Background: an optimization exercise with open tools, aiming at small area, a short achievable clock period and few clock cycles per item. Do not read the settings as production practice.
RTL that was checked went through simulation tests only; none was proved equivalent to the original.
Power and IR drop assume default switching activity.

==> run F: inputs <==
==> flow/design.v <==
module dsha256_ce (
    input  wire        clk,
    input  wire        rst_n,       
    input  wire        cmd_valid,
    output wire        cmd_ready,
    input  wire [15:0] cmd,
    output wire        rsp_valid,
    input  wire        rsp_ready,
    output wire        rsp_err,
    output wire [31:0] rsp_data
);
    localparam [1:0] PH_IDLE = 2'd0, PH_ABSORB = 2'd1, PH_DONE = 2'd2, PH_FAULT = 2'd3;
    localparam [2:0] SQ_IDLE = 3'd0,   
                     SQ_BLK  = 3'd1,   
                     SQ_F1   = 3'd2,   
                     SQ_F2   = 3'd3,   
                     SQ_P1   = 3'd4,   
                     SQ_P2   = 3'd5,   
                     SQ_TAG  = 3'd6;   
    function [31:0] rotr;
        input [31:0] x;
        input integer n;
        rotr = (x >> n) | (x << (32 - n));
    endfunction
    function [63:0] csa;    
        input [31:0] x, y, z;
        csa = {((x & y) | (x & z) | (y & z)) << 1, x ^ y ^ z};
    endfunction
    function [31:0] ivw;    
        input [2:0] i;
        case (i)
            3'd0: ivw = 32'h6a09e667; 3'd1: ivw = 32'hbb67ae85;
            3'd2: ivw = 32'h3c6ef372; 3'd3: ivw = 32'ha54ff53a;
            3'd4: ivw = 32'h510e527f; 3'd5: ivw = 32'h9b05688c;
            3'd6: ivw = 32'h1f83d9ab; default: ivw = 32'h5be0cd19;
        endcase
    endfunction
    reg [1:0]   phase;
    reg [2:0]   cause;
    reg [15:0]  fcmd;
    reg [60:0]  len;
    reg [31:0]  W [0:15];
    reg [31:0]  va, vb, vc, vd, ve, vf, vg, vh;
    reg [31:0]  h0, h1, h2, h3, h4, h5, h6, h7;
    reg [31:0]  kw;             
    reg         rsp_v, rsp_e, rsp_tag, rsp_stat;
    reg [2:0]   seq;
    reg         extra;          
    reg         kq;             
    reg [5:0]   j;
    reg         strm;           
    reg         p2m;            
    reg         rq;             
    reg         rl;             
    reg         ch_act;         
    reg [1:0]   ch_cnt;
    reg         ch_ivh, ch_ivv; 
    wire [5:0]  cnt = len[5:0];
    wire [1:0]  bj  = cnt[1:0];    
    wire busy   = (seq != SQ_IDLE) && (seq != SQ_TAG);
    wire can    = !busy && (!rsp_v || rsp_ready);
    assign cmd_ready = rst_n & can;
    assign rsp_valid = rst_n & rsp_v;
    assign rsp_err   = rsp_e;
    assign rsp_data  = rsp_tag  ? {h0[7:0], h0[15:8], h0[23:16], h0[31:24]} :
                       rsp_stat ? {fcmd, 8'h00, 1'b0, cause, 2'b00, phase} : 32'd0;
    wire acc = cmd_valid & can;
    wire [3:0] op    = cmd[15:12];
    wire       illop = (op >= 4'h6) && (op <= 4'hE);
    wire       illfld = !illop && ((cmd[11:8] != 4'd0) || ((op != 4'h2) && (cmd[7:0] != 8'd0)));
    wire       o_init = op == 4'h1, o_push = op == 4'h2, o_fin = op == 4'h3,
               o_rdtag = op == 4'h4, o_rdstat = op == 4'h5, o_rst = op == 4'hF;
    wire       seqerr = (o_init && phase == PH_FAULT) ||
                        ((o_push || o_fin) && phase != PH_ABSORB) ||
                        (o_rdtag && phase != PH_DONE);
    wire       lenovf = o_push && (&len);
    wire       rej    = illop || illfld || seqerr || lenovf;
    wire [2:0] cause_n = illop ? 3'd1 : illfld ? 3'd2 : seqerr ? 3'd3 : 3'd4;
    wire rsv0    = cmd[11:8] == 4'd0;
    wire imm0    = cmd[7:0] == 8'd0;
    wire x_init  = acc && o_init && rsv0 && imm0 && phase != PH_FAULT;
    wire x_push  = acc && o_push && rsv0 && phase == PH_ABSORB && !(&len);
    wire x_fin   = acc && o_fin && rsv0 && imm0 && phase == PH_ABSORB;
    wire x_rst   = acc && o_rst && rsv0 && imm0;
    wire [31:0] S0  = rotr(va, 2) ^ rotr(va, 13) ^ rotr(va, 22);
    wire [31:0] S1  = rotr(ve, 6) ^ rotr(ve, 11) ^ rotr(ve, 25);
    wire [31:0] chf = vg ^ (ve & (vf ^ vg));
    wire [31:0] maj = (va & vb) | (vc & (va | vb));
    wire [63:0] ac1 = csa(kw, chf, maj);
    wire [63:0] ac2 = csa(ac1[31:0], ac1[63:32], S1);
    wire [63:0] ac  = csa(ac2[31:0], ac2[63:32], S0);
    wire [63:0] ec1 = csa(kw, chf, vd);
    wire [63:0] ec  = csa(ec1[31:0], ec1[63:32], S1);
    wire [31:0] a_n = ac[31:0] + ac[63:32];
    wire [31:0] e_n = ec[31:0] + ec[63:32];
    wire [31:0] s0w = rotr(W[1], 7) ^ rotr(W[1], 18) ^ (W[1] >> 3);
    wire [31:0] s1w = rotr(W[14], 17) ^ rotr(W[14], 19) ^ (W[14] >> 10);
    wire [63:0] wc1 = csa(W[9], W[0], s0w);
    wire [63:0] wc  = csa(wc1[31:0], wc1[63:32], s1w);
    wire [31:0] w_n = wc[31:0] + wc[63:32];
    wire        tagc  = (seq == SQ_TAG);
    wire [31:0] sum_a = (tagc ? 32'h6a09e667 : h3) + (tagc ? va : vd);
    wire [31:0] sum_e = h7 + vh;
    wire [31:0] iv_a  = ivw({1'b0, ~ch_cnt});       
    wire [31:0] iv_e  = ivw({1'b1, ~ch_cnt});       
    wire        ch_last = ch_act && (ch_cnt == 2'd3);
    wire        p2_go   = ch_last && (seq == SQ_P1);
    wire        kgo   = kq && (!ch_act || ch_last);
    wire        sgo   = kgo && strm;                  
    wire [6:0]  m     = p2m ? {1'b0, j} + 7'd8 : {1'b0, j} + 7'd1;    
    reg  [31:0] nword;
    always @(*) begin
        if (m[6])
            nword = 32'd0;
        else if (m[5:4] != 2'd0)
            nword = w_n;
        else if (p2m)
            nword = (m[3:0] == 4'd8)  ? 32'h80000000 :
                    (m[3:0] == 4'd15) ? 32'h00000100 : 32'd0;
        else if (!extra && m[3:0] == 4'd14)
            nword = len[60:29];
        else if (!extra && m[3:0] == 4'd15)
            nword = {len[28:0], 3'b000};
        else
            nword = 32'd0;
    end
    reg  [31:0] k;
    always @(*) begin
        case (j)
            6'd0:  k = 32'h428a2f98; 6'd1:  k = 32'h71374491; 6'd2:  k = 32'hb5c0fbcf; 6'd3:  k = 32'he9b5dba5;
            6'd4:  k = 32'h3956c25b; 6'd5:  k = 32'h59f111f1; 6'd6:  k = 32'h923f82a4; 6'd7:  k = 32'hab1c5ed5;
            6'd8:  k = 32'hd807aa98; 6'd9:  k = 32'h12835b01; 6'd10: k = 32'h243185be; 6'd11: k = 32'h550c7dc3;
            6'd12: k = 32'h72be5d74; 6'd13: k = 32'h80deb1fe; 6'd14: k = 32'h9bdc06a7; 6'd15: k = 32'hc19bf174;
            6'd16: k = 32'he49b69c1; 6'd17: k = 32'hefbe4786; 6'd18: k = 32'h0fc19dc6; 6'd19: k = 32'h240ca1cc;
            6'd20: k = 32'h2de92c6f; 6'd21: k = 32'h4a7484aa; 6'd22: k = 32'h5cb0a9dc; 6'd23: k = 32'h76f988da;
            6'd24: k = 32'h983e5152; 6'd25: k = 32'ha831c66d; 6'd26: k = 32'hb00327c8; 6'd27: k = 32'hbf597fc7;
            6'd28: k = 32'hc6e00bf3; 6'd29: k = 32'hd5a79147; 6'd30: k = 32'h06ca6351; 6'd31: k = 32'h14292967;
            6'd32: k = 32'h27b70a85; 6'd33: k = 32'h2e1b2138; 6'd34: k = 32'h4d2c6dfc; 6'd35: k = 32'h53380d13;
            6'd36: k = 32'h650a7354; 6'd37: k = 32'h766a0abb; 6'd38: k = 32'h81c2c92e; 6'd39: k = 32'h92722c85;
            6'd40: k = 32'ha2bfe8a1; 6'd41: k = 32'ha81a664b; 6'd42: k = 32'hc24b8b70; 6'd43: k = 32'hc76c51a3;
            6'd44: k = 32'hd192e819; 6'd45: k = 32'hd6990624; 6'd46: k = 32'hf40e3585; 6'd47: k = 32'h106aa070;
            6'd48: k = 32'h19a4c116; 6'd49: k = 32'h1e376c08; 6'd50: k = 32'h2748774c; 6'd51: k = 32'h34b0bcb5;
            6'd52: k = 32'h391c0cb3; 6'd53: k = 32'h4ed8aa4a; 6'd54: k = 32'h5b9cca4f; 6'd55: k = 32'h682e6ff3;
            6'd56: k = 32'h748f82ee; 6'd57: k = 32'h78a5636f; 6'd58: k = 32'h84c87814; 6'd59: k = 32'h8cc70208;
            6'd60: k = 32'h90befffa; 6'd61: k = 32'ha4506ceb; 6'd62: k = 32'hbef9a3f7; default: k = 32'hc67178f2;
        endcase
    end
    wire [31:0] ktap = p2m ? W[8] : W[15];
    wire [31:0] hnxt = (rq || ch_act) ? vg : vh;          
    reg [31:0] w15_n;
    always @(*) begin
        if (p2_go)
            w15_n = h6;                            
        else if (sgo)
            w15_n = nword;
        else if (x_push)
            w15_n = {W[15][23:0], cmd[7:0]};
        else
            case (bj)                              
                2'd0: w15_n = 32'h80000000;
                2'd1: w15_n = {W[15][7:0], 24'h800000};
                2'd2: w15_n = {W[15][15:0], 16'h8000};
                default: w15_n = {W[15][23:0], 8'h80};
            endcase
    end
    wire w15_en = p2_go || sgo || x_push || x_fin;
    integer i;
    always @(posedge clk) begin
        if (kgo) begin
            for (i = 0; i < 15; i = i + 1) W[i] <= W[i + 1];
        end
        if (w15_en) W[15] <= w15_n;
        if (p2_go) begin
            W[8]  <= sum_a; W[9]  <= h0; W[10] <= h1; W[11] <= h2;
            W[12] <= sum_e; W[13] <= h4; W[14] <= h5;
        end
        if (kgo) kw <= k + ktap + hnxt;
        if (rq) begin
            va <= a_n; vb <= va; vc <= vb; vd <= vc;
            ve <= e_n; vf <= ve; vg <= vf; vh <= vg;
        end else if (ch_act) begin
            va <= ch_ivv ? iv_a : sum_a; vb <= va; vc <= vb; vd <= vc;
            ve <= ch_ivv ? iv_e : sum_e; vf <= ve; vg <= vf; vh <= vg;
        end
        if (ch_act) begin
            h0 <= ch_ivh ? iv_a : sum_a; h1 <= h0; h2 <= h1; h3 <= h2;
            h4 <= ch_ivh ? iv_e : sum_e; h5 <= h4; h6 <= h5; h7 <= h6;
        end
        if (tagc)
            h0 <= sum_a;
        if (!rst_n) begin
            phase  <= PH_IDLE;
            cause  <= 3'd0;
            fcmd   <= 16'd0;
            rsp_v  <= 1'b0;
            seq    <= SQ_IDLE;
            kq     <= 1'b0;
            rq     <= 1'b0;
            ch_act <= 1'b0;
        end else begin
            if (rsp_v && rsp_ready) rsp_v <= 1'b0;
            if (acc) begin
                rsp_v    <= 1'b1;
                rsp_e    <= rej;
                rsp_tag  <= !rej && o_rdtag;
                rsp_stat <= !rej && o_rdstat;
                if (rej) begin
                    if (phase != PH_FAULT) begin
                        phase <= PH_FAULT;
                        cause <= cause_n;
                        fcmd  <= cmd;
                    end
                end
            end
            if (x_rst) begin
                phase <= PH_IDLE;
                cause <= 3'd0;
                fcmd  <= 16'd0;
            end
            if (x_init) begin
                phase <= PH_ABSORB;
                len   <= 61'd0;
            end
            if (x_push) len <= len + 61'd1;
            if (ch_act) begin
                ch_cnt <= ch_cnt + 2'd1;
                if (ch_last) ch_act <= 1'b0;
            end
            if (kgo) begin
                rq <= 1'b1;
                rl <= (j == 6'd63);
                if (strm && j != 6'd63) begin
                    j <= j + 6'd1;
                end else begin
                    kq   <= 1'b0;
                    strm <= 1'b0;
                end
            end
            if (rq) begin
                rq <= kgo;
                if (rl) begin
                    ch_act <= 1'b1;
                    ch_cnt <= 2'd0;
                    ch_ivh <= 1'b0;
                    ch_ivv <= 1'b0;
                    case (seq)
                        SQ_BLK: seq <= SQ_IDLE;
                        SQ_F1: begin
                            if (extra) begin
                                seq   <= SQ_F2;
                                extra <= 1'b0;
                                kq    <= 1'b1;       
                                j     <= 6'd0;
                                strm  <= 1'b1;
                                p2m   <= 1'b0;
                            end else begin
                                seq    <= SQ_P1;
                                ch_ivv <= 1'b1;
                            end
                        end
                        SQ_F2: begin
                            seq    <= SQ_P1;
                            ch_ivv <= 1'b1;
                        end
                        default: begin    
                            seq    <= SQ_TAG;
                            ch_act <= 1'b0;
                        end
                    endcase
                end
            end
            if (p2_go) begin
                seq  <= SQ_P2;
                kq   <= 1'b1;
                j    <= 6'd0;
                strm <= 1'b1;
                p2m  <= 1'b1;
            end
            if (tagc) seq <= SQ_IDLE;
            if (x_push && bj == 2'd3) begin
                kq   <= 1'b1;
                j    <= {2'b00, cnt[5:2]};
                strm <= (cnt == 6'd63);
                p2m  <= 1'b0;
                if (cnt == 6'd63) seq <= SQ_BLK;
            end
            if (x_fin) begin
                phase <= PH_DONE;
                seq   <= SQ_F1;
                extra <= cnt >= 6'd56;
                kq    <= 1'b1;
                j     <= {2'b00, cnt[5:2]};
                strm  <= 1'b1;
                p2m   <= 1'b0;
            end
            if (x_init) begin
                kq     <= 1'b0;
                rq     <= 1'b0;
                ch_act <= 1'b1;
                ch_cnt <= 2'd0;
                ch_ivh <= 1'b1;
                ch_ivv <= 1'b1;
            end
        end
    end
endmodule
==> flow/run.sh <==
#!/bin/bash
# synth_recipe.tcl (not shown) runs the flow's synth.tcl, then flattens the netlist and writes it again
# the make line also repeats each setting of config.mk as NAME=value (left out here)
make -C /OpenROAD-flow-scripts/flow DESIGN_CONFIG=/design/flow/config.mk WORK_HOME=/design/flow/orfs CLKGATE_MAP_FILE= SYNTH_SCRIPT=/design/flow/synth_recipe.tcl finish
==> flow/config.mk <==
export PLATFORM = sky130hd
export DESIGN_NAME = dsha256_ce
export DESIGN_NICKNAME = dsha256_ce
export VERILOG_FILES = /design/flow/design.v
export SDC_FILE = /design/flow/constraint.sdc
export NUM_CORES = 4
export LEC_CHECK = 0
export CAP_MARGIN = 20
export CORE_MARGIN = 2
export CORE_UTILIZATION = 40
export CTS_BUF_LIST = sky130_fd_sc_hd__clkbuf_8
export CTS_CLUSTER_SIZE = 30
export SETUP_SLACK_MARGIN = 5
export SLEW_MARGIN = 20
==> flow/constraint.sdc <==
create_clock -name core_clock -period 10.0 [get_ports {clk}]
set_input_delay 2.0000 -clock core_clock [delete_from_list [all_inputs] [get_ports {clk}]]
set_output_delay 2.0000 -clock core_clock [all_outputs]
set_load 0.01 [all_outputs]
==> run H: changes against run F <==
--- a/flow/config.mk
+++ b/flow/config.mk
@@ -9,6 +9,4 @@
 export CORE_MARGIN = 2
 export CORE_UTILIZATION = 40
-export CTS_BUF_LIST = sky130_fd_sc_hd__clkbuf_8
-export CTS_CLUSTER_SIZE = 30
-export SETUP_SLACK_MARGIN = 5
+export SETUP_SLACK_MARGIN = 4
 export SLEW_MARGIN = 20
==> run P: changes against run F <==
--- a/flow/design.v
+++ b/flow/design.v
@@ -27,4 +27,33 @@
         csa = {((x & y) | (x & z) | (y & z)) << 1, x ^ y ^ z};
     endfunction
+    function [31:0] addbk;
+        input [31:0] x, y;
+        reg   [31:0] g, p, G, P;
+        integer q, d;
+        begin
+            g = x & y; p = x ^ y; G = g; P = p;
+            for (d = 1; d < 32; d = d * 2)
+                for (q = 2 * d - 1; q < 32; q = q + 2 * d) begin
+                    G[q] = G[q] | (P[q] & G[q - d]); P[q] = P[q] & P[q - d];
+                end
+            for (d = 8; d >= 1; d = d / 2)
+                for (q = 3 * d - 1; q < 32; q = q + 2 * d) begin
+                    G[q] = G[q] | (P[q] & G[q - d]); P[q] = P[q] & P[q - d];
+                end
+            addbk = p ^ {G[30:0], 1'b0};
+        end
+    endfunction
+    function [10:0] inc11;
+        input [10:0] x;
+        reg c;
+        integer q;
+        begin
+            c = 1'b1;
+            for (q = 0; q < 11; q = q + 1) begin
+                inc11[q] = x[q] ^ c;
+                c = c & x[q];
+            end
+        end
+    endfunction
     function [31:0] ivw;    
         input [2:0] i;
@@ -39,5 +68,6 @@
     reg [2:0]   cause;
     reg [15:0]  fcmd;
-    reg [60:0]  len;
+    reg [60:0]  len;            
+    reg [4:1]   lc;             
     reg [31:0]  W [0:15];
     reg [31:0]  va, vb, vc, vd, ve, vf, vg, vh;
@@ -74,5 +104,6 @@
                         ((o_push || o_fin) && phase != PH_ABSORB) ||
                         (o_rdtag && phase != PH_DONE);
-    wire       lenovf = o_push && (&len);
+    wire       lfull  = (&len) && (lc == 4'd0);
+    wire       lenovf = o_push && lfull;
     wire       rej    = illop || illfld || seqerr || lenovf;
     wire [2:0] cause_n = illop ? 3'd1 : illfld ? 3'd2 : seqerr ? 3'd3 : 3'd4;
@@ -80,5 +111,5 @@
     wire imm0    = cmd[7:0] == 8'd0;
     wire x_init  = acc && o_init && rsv0 && imm0 && phase != PH_FAULT;
-    wire x_push  = acc && o_push && rsv0 && phase == PH_ABSORB && !(&len);
+    wire x_push  = acc && o_push && rsv0 && phase == PH_ABSORB && !lfull;
     wire x_fin   = acc && o_fin && rsv0 && imm0 && phase == PH_ABSORB;
     wire x_rst   = acc && o_rst && rsv0 && imm0;
@@ -93,5 +124,5 @@
     wire [63:0] ec  = csa(ec1[31:0], ec1[63:32], S1);
     wire [31:0] a_n = ac[31:0] + ac[63:32];
-    wire [31:0] e_n = ec[31:0] + ec[63:32];
+    wire [31:0] e_n = addbk(ec[31:0], ec[63:32]);
     wire [31:0] s0w = rotr(W[1], 7) ^ rotr(W[1], 18) ^ (W[1] >> 3);
     wire [31:0] s1w = rotr(W[14], 17) ^ rotr(W[14], 19) ^ (W[14] >> 10);
@@ -100,6 +131,6 @@
     wire [31:0] w_n = wc[31:0] + wc[63:32];
     wire        tagc  = (seq == SQ_TAG);
-    wire [31:0] sum_a = (tagc ? 32'h6a09e667 : h3) + (tagc ? va : vd);
-    wire [31:0] sum_e = h7 + vh;
+    wire [31:0] sum_a = addbk(tagc ? 32'h6a09e667 : h3, tagc ? va : vd);
+    wire [31:0] sum_e = addbk(h7, vh);
     wire [31:0] iv_a  = ivw({1'b0, ~ch_cnt});       
     wire [31:0] iv_e  = ivw({1'b1, ~ch_cnt});       
@@ -218,9 +249,35 @@
                 fcmd  <= 16'd0;
             end
+            if (x_push) begin
+                len[5:0] <= len[5:0] + 6'd1;
+                if (&len[5:0]) begin
+                    len[16:6] <= inc11(len[16:6]);
+                    lc[1] <= &len[16:6];
+                end
+            end
+            if (lc[1]) begin
+                len[27:17] <= inc11(len[27:17]);
+                lc[1] <= 1'b0;
+                lc[2] <= &len[27:17];
+            end
+            if (lc[2]) begin
+                len[38:28] <= inc11(len[38:28]);
+                lc[2] <= 1'b0;
+                lc[3] <= &len[38:28];
+            end
+            if (lc[3]) begin
+                len[49:39] <= inc11(len[49:39]);
+                lc[3] <= 1'b0;
+                lc[4] <= &len[49:39];
+            end
+            if (lc[4]) begin
+                len[60:50] <= inc11(len[60:50]);
+                lc[4] <= 1'b0;
+            end
             if (x_init) begin
                 phase <= PH_ABSORB;
                 len   <= 61'd0;
+                lc    <= 4'd0;
             end
-            if (x_push) len <= len + 61'd1;
             if (ch_act) begin
                 ch_cnt <= ch_cnt + 2'd1;
--- a/flow/config.mk
+++ b/flow/config.mk
@@ -8,7 +8,5 @@
 export CAP_MARGIN = 20
 export CORE_MARGIN = 2
-export CORE_UTILIZATION = 40
-export CTS_BUF_LIST = sky130_fd_sc_hd__clkbuf_8
-export CTS_CLUSTER_SIZE = 30
+export CORE_UTILIZATION = 55
 export SETUP_SLACK_MARGIN = 5
 export SLEW_MARGIN = 20
==> run notes <==
Vias in the first global route: 43200
Global-route wire length before repair: 325000 um
Final core occ: 0.450
Leak: 0.0269 uW
WL met3: 23800 um
Sequential fraction of the synthesis area: 0.528
NetSw: 2500 uW
Largest net degree at the start of global routing: 172
Critical path arrival: 6290 ps
Hold WS: 391 ps
Worst R2R Start: j[1]$_DFFE_PP_
Status: finished clean
Top-area cell type share of the netlist area: 0.519
Synth Area in Adders: 0.124
Die ar.: 0.167 mm^2
Multi-input gate area: 0.0288 mm^2
Share of cells above drive strength 1: 0.0798
Clock-cell share of area: 0.0600
# the run above: run H

==> run notes <==
Multi-input gate area: 0.0298 mm^2
NetSw: 2610 uW
Hold WS: 390 ps
WL met3: 25900 um
Vias in the first global route: 45100
Status: finished clean
Clock-cell share of area: 0.0519
Final core occ: 0.462
Synth Area in Adders: 0.124
Largest net degree at the start of global routing: 188
# the run above: run F

==> run notes <==
Status: finished clean
Sequential fraction of the synthesis area: 0.541
Final core occ: 0.627
Die ar.: 0.120 mm^2
Largest net degree at the start of global routing: 197
NetSw: 2500 uW
Multi-input gate area: 0.0285 mm^2
Top-area cell type share of the netlist area: 0.532
Clock-cell share of area: 0.0589
# the run above: run P

Testbench counts of run F, summed over its fixed seeds: cycles 49,215, messages 193.
Testbench counts of run H, summed over its fixed seeds: cycles 49,215, messages 193.
No functional check of the RTL was part of run P.

==> separate check: timing with driven ports <==
How much do the figures lean on ideal ports? The routed layouts below were timed once more, with nothing changed but the port constraints.
Step 1 sets driving cells, clkbuf_16 on the clock port and buf_2 on the other inputs (assumed; they add their load-dependent delay and slew).
Step 2 moves the port delays by t, midway between the first and last clock arrival at a register: inputs arrive t later, outputs are due t later. That takes back most of the time a late clock gives input paths.
a / b / c = ideal / step 1 / step 2; a / b = the first two.
run | t, ns | slack for setup (ns) | worst hold slack (ns) | clock arrival spread, ns | slew at the worst register clock pin (ns)
run F | 1.035 | 4.848 / 4.848 / 4.121 | 0.390 / 0.390 / 0.390 | 0.117 / 0.116 | 0.07 / 0.07
run H | 0.849 | 4.209 / 4.209 / 3.848 | 0.391 / 0.391 / 0.391 | 0.056 / 0.056 | 0.07 / 0.07
run P | 0.828 | 4.861 / 4.861 / 4.376 | 0.411 / 0.411 / 0.411 | 0.046 / 0.045 | 0.07 / 0.07
After both steps every run listed still meets setup and hold. For run F, which loses most, drivers alone change the setup slack by 0.000 ns; drivers and shift together by -0.727 ns.
